From an optimization exercise on the open Yosys and OpenROAD flow, aimed at small area, a short achievable clock period and few clock cycles per item; shortcuts taken in it are not production practice.
The RTL was checked by simulation tests, not by an equivalence proof against the original design.

Design hrd_spim_engine, start of the top module:
module hrd_spim_engine (
    input  wire        clk,
    input  wire        rst,
    input  wire        cmd_valid,
    output wire        cmd_ready,
    input  wire [1:0]  cmd_op,
    input  wire [63:0] cmd_word,
    input  wire [7:0]  cmd_chip,
    input  wire [15:0] cmd_cols,
    input  wire        cmd_drop,
    output wire        rsp_valid,
    input  wire        rsp_ready,
    output wire [45:0] rsp_time,
    output wire [15:0] rsp_col,
    output wire [9:0]  rsp_x,
    output wire        rsp_bin,
    output wire        rsp_oor,
    output wire        rsp_badchip,
    output wire        rsp_wrap,
    output wire        rsp_zero
);
    localparam [46:0] R_TU = 47'd53687091200000;
    localparam integer S4 = 1;                  
    localparam integer NL = 8;                  
    localparam integer SL = 9 - S4 - 2 * (NL - 4);   
    function [2:0] qsel;
        input [7:0] e;
        input [2:0] kd;
        reg signed [7:0] m2, m1, m0, mm1;
        reg ge2, ge1, ge0, gem1;
        begin
            m1 = kd[2] ? 8'sd6 : 8'sd4;
            m0 = kd[2] ? -8'sd7 : -8'sd5;
            case (kd)
                3'd0: begin m2 = 8'sd12; mm1 = -8'sd13; end
                3'd1: begin m2 = 8'sd14; mm1 = -8'sd15; end
                3'd2: begin m2 = 8'sd15; mm1 = -8'sd16; end
                3'd3: begin m2 = 8'sd16; mm1 = -8'sd18; end
                3'd4: begin m2 = 8'sd18; mm1 = -8'sd20; end
                3'd5: begin m2 = 8'sd20; mm1 = -8'sd20; end
                3'd6: begin m2 = 8'sd20; mm1 = -8'sd22; end
                default: begin m2 = 8'sd24; mm1 = -8'sd24; end
            endcase
            ge2  = $signed(e) >= m2;
  ...
Size in the first run: about 1700 flip-flops, roughly 170 I/O pins, about 130000 µm² of cells after synthesis.
Settings: LEC_CHECK=0, CAP_MARGIN=20, CORE_MARGIN=2, CORE_UTILIZATION=40, CTS_CLUSTER_DIAMETER=100, CTS_CLUSTER_SIZE=24, SLEW_MARGIN=20; clock period 22.0 ns.
standard.sh (not shown) runs the stock make flow with config.mk's settings and CLKGATE_MAP_FILE= SYNTH_SCRIPT=/design/flow/synth_recipe.tcl, a recipe that flattens the netlist after the stock synthesis.
==> flow/flow/run.sh <==
#!/bin/bash
# The standard layout (standard.sh: the standard flow's own synthesis, floorplan, placement, CTS, routing)
# with two changes for timing: ORFS's repair_timing is asked for a larger setup margin, so that
# it works on the paths that set the achieved clock period, and the port buffers that
# buffer_ports inserts on every input and output are buf_4 cells. Each tool's output goes to
# the ORFS logs under orfs/logs; make's own output goes to flow_make.log here.
set -euo pipefail
bash standard.sh SETUP_SLACK_MARGIN=16 "BUFFER_PORTS_ARGS=-buffer_cell sky130_fd_sc_hd__buf_4" finish > flow_make.log 2>&1
Testbench counts at the start, summed over its fixed seeds: cycles 9,680, events 9,381.
==> next run, changes <==
--- a/flow/design.v
+++ b/flow/design.v
@@ -244,15 +244,15 @@
     always @(posedge clk) begin
         if (rst) v1 <= 1'b0;
         else if (fen) v1 <= v0;
         if (fen) begin
             op1 <= op0; val1 <= p; x1 <= xv; bad1 <= bad0; cols1 <= cols0; drop1 <= drop0;
         end
     end
-    reg [45:0] E, REF;
+    reg [45:0] E, REF, IV;
     reg        WRAP, IVZ;
     reg [5:0]  SH;           
     reg        cur;          
     reg [45:0] NB0, NB1;
     wire        ln1   = (op1 == 2'd1);
     wire        st1   = (op1 == 2'd0);
     wire        ev1   = (op1 == 2'd2);
@@ -269,14 +269,15 @@
             E <= 46'd0; REF <= 46'd0; WRAP <= 1'b0; IVZ <= 1'b1;
         end else if (fen & v1) begin
             if (st1) E <= val1;
             if (ln1) begin
                 E <= val1; REF <= E; WRAP <= negd; IVZ <= zero1;
             end
         end
+        if (fen & v1 & ln1) IV <= res;
     end
     reg        v2, ln2, ev2, bad2, low2, drop2, wr2, zr2;
     reg [45:0] tm2, dd2;
     reg [9:0]  x2;
     reg [15:0] cols2;
     always @(posedge clk) begin
         if (rst) v2 <= 1'b0;
@@ -292,16 +293,15 @@
         lz = 6'd46;
         for (k = 0; k < 46; k = k + 1)
             if (dd2[k]) lz = 6'd45 - k[5:0];
     end
     wire [45:0] ncur   = cur ? NB1 : NB0;
     wire [5:0]  shamt  = ln2 ? lz : SH;
     wire [45:0] shd    = dd2 << shamt;
-    wire [45:0] topm   = ~({46{1'b1}} >> SH);
-    wire        high2  = ~low2 & ((|(dd2 & topm)) | (shd >= ncur));
+    wire        high2  = ~low2 & (dd2 >= IV);
     wire [45:0] dn     = low2 ? 46'd0 : (high2 ? ncur : shd);
     wire        div2   = ev2 & ~bad2 & ~IVZ;
     wire        bin2   = div2 & (~(low2 | high2) | ~drop2);
     wire        oor2   = ev2 & ~bad2 & (IVZ | low2 | high2);
     always @(posedge clk) begin
         if (rst) begin
             cur <= 1'b0;
Result:
- register-to-register slack gets better by 950 ps
- worst setup slack gets better by 790 ps
- die area went up by 0.44%
- worst hold slack gets worse by 22 ps
- via count went down by about 0.56%
- core utilization went down by 1.3 points
- final cell count went down by about 0.8%
Testbench counts after the change, summed over its fixed seeds: cycles 9,680, events 9,381.


== T ==
RTL: one of the versions met above, not the one the previous note started from.
Size: roughly 11,000 cells after synthesis, roughly 1,700 flip-flops.
export LEC_CHECK = 0
export CAP_MARGIN = 20
export CORE_MARGIN = 2
export CORE_UTILIZATION = 40
export SLEW_MARGIN = 20
create_clock -name core_clock -period 22.0 [get_ports {clk}]
Scripts as last shown in full above: flow/flow/run.sh
Testbench counts of T, summed over its fixed seeds: cycles 9,680, events 9,381.
### T -> R
-- flow/design.v --
<<< T, line 249
        end
    end
    reg [45:0] E, REF, IV;
    reg        WRAP, IVZ;
    reg [5:0]  SH;           
>>> R, line 249
        end
    end
    reg [45:0] E, REF;
    reg        WRAP, IVZ;
    reg [5:0]  SH;           
<<< T, line 274
            end
        end
        if (fen & v1 & ln1) IV <= res;
    end
    reg        v2, ln2, ev2, bad2, low2, drop2, wr2, zr2;
>>> R, line 274
            end
        end
    end
    reg        v2, ln2, ev2, bad2, low2, drop2, wr2, zr2;
<<< T, line 298
    wire [5:0]  shamt  = ln2 ? lz : SH;
    wire [45:0] shd    = dd2 << shamt;
    wire        high2  = ~low2 & (dd2 >= IV);
    wire [45:0] dn     = low2 ? 46'd0 : (high2 ? ncur : shd);
    wire        div2   = ev2 & ~bad2 & ~IVZ;
>>> R, line 297
    wire [5:0]  shamt  = ln2 ? lz : SH;
    wire [45:0] shd    = dd2 << shamt;
    wire [45:0] topm   = ~({46{1'b1}} >> SH);
    wire        high2  = ~low2 & ((|(dd2 & topm)) | (shd >= ncur));
    wire [45:0] dn     = low2 ? 46'd0 : (high2 ? ncur : shd);
    wire        div2   = ev2 & ~bad2 & ~IVZ;
Any difference in vertical die dimension between R and T is small enough to ignore.
Run comparison: T launch point of the critical path H[64]; R launch point of the critical path dd2[21]
In the reports for R and T, the smaller maximum number of pins on one net before global-route repair belongs to T.
From T to R the numbers moved as follows: routed wire length went up by 4700 µm, cell count went up by 171.
Summary of R over T: final period demand of the worst path increased by 740 ps relative to the old numbers, count of filler cells inserted in the layout decreased by 926 relative to the old numbers, final instance area increased by 3.2% relative to the old numbers, final worst-path setup slack decreased by 740 ps relative to the old numbers, global-route usage closely matched the old numbers.
Looking only at area of the die, and setting everything else aside, the higher value of R and T goes to T.
Testbench counts of R, summed over its fixed seeds: cycles 9,680, events 9,381.

## afterwards: timing with drivers on the ports
In the flow no input, the clock included, has a driving cell. The finished layouts below were timed again as built, in two steps.
Step 1, drivers: a clkbuf_16 drives clk and a buf_2 each remaining input, both assumed.
Step 2 times the ports against the registers' clock, not the clock port: input delays grow and output delays shrink by t, the midpoint of the rising clock arrivals with the driver on.
Three values: no drivers, after step 1, after step 2; two values: the first two.
run | t, ns | setup WS [ns] | slew at the worst register clock pin (ns)
the first run of note 1 | 0.928 | 15.068 / 15.068 / 15.068 | 0.10 / 0.10
the second run of note 1 | 0.964 | 15.855 / 15.759 / 15.901 | 0.10 / 0.10
T | 0.964 | 15.855 / 15.759 / 15.926 | 0.08 / 0.08
R | 0.937 | 15.113 / 15.113 / 15.113 | 0.07 / 0.07
After both steps setup and hold are still met in every run listed.
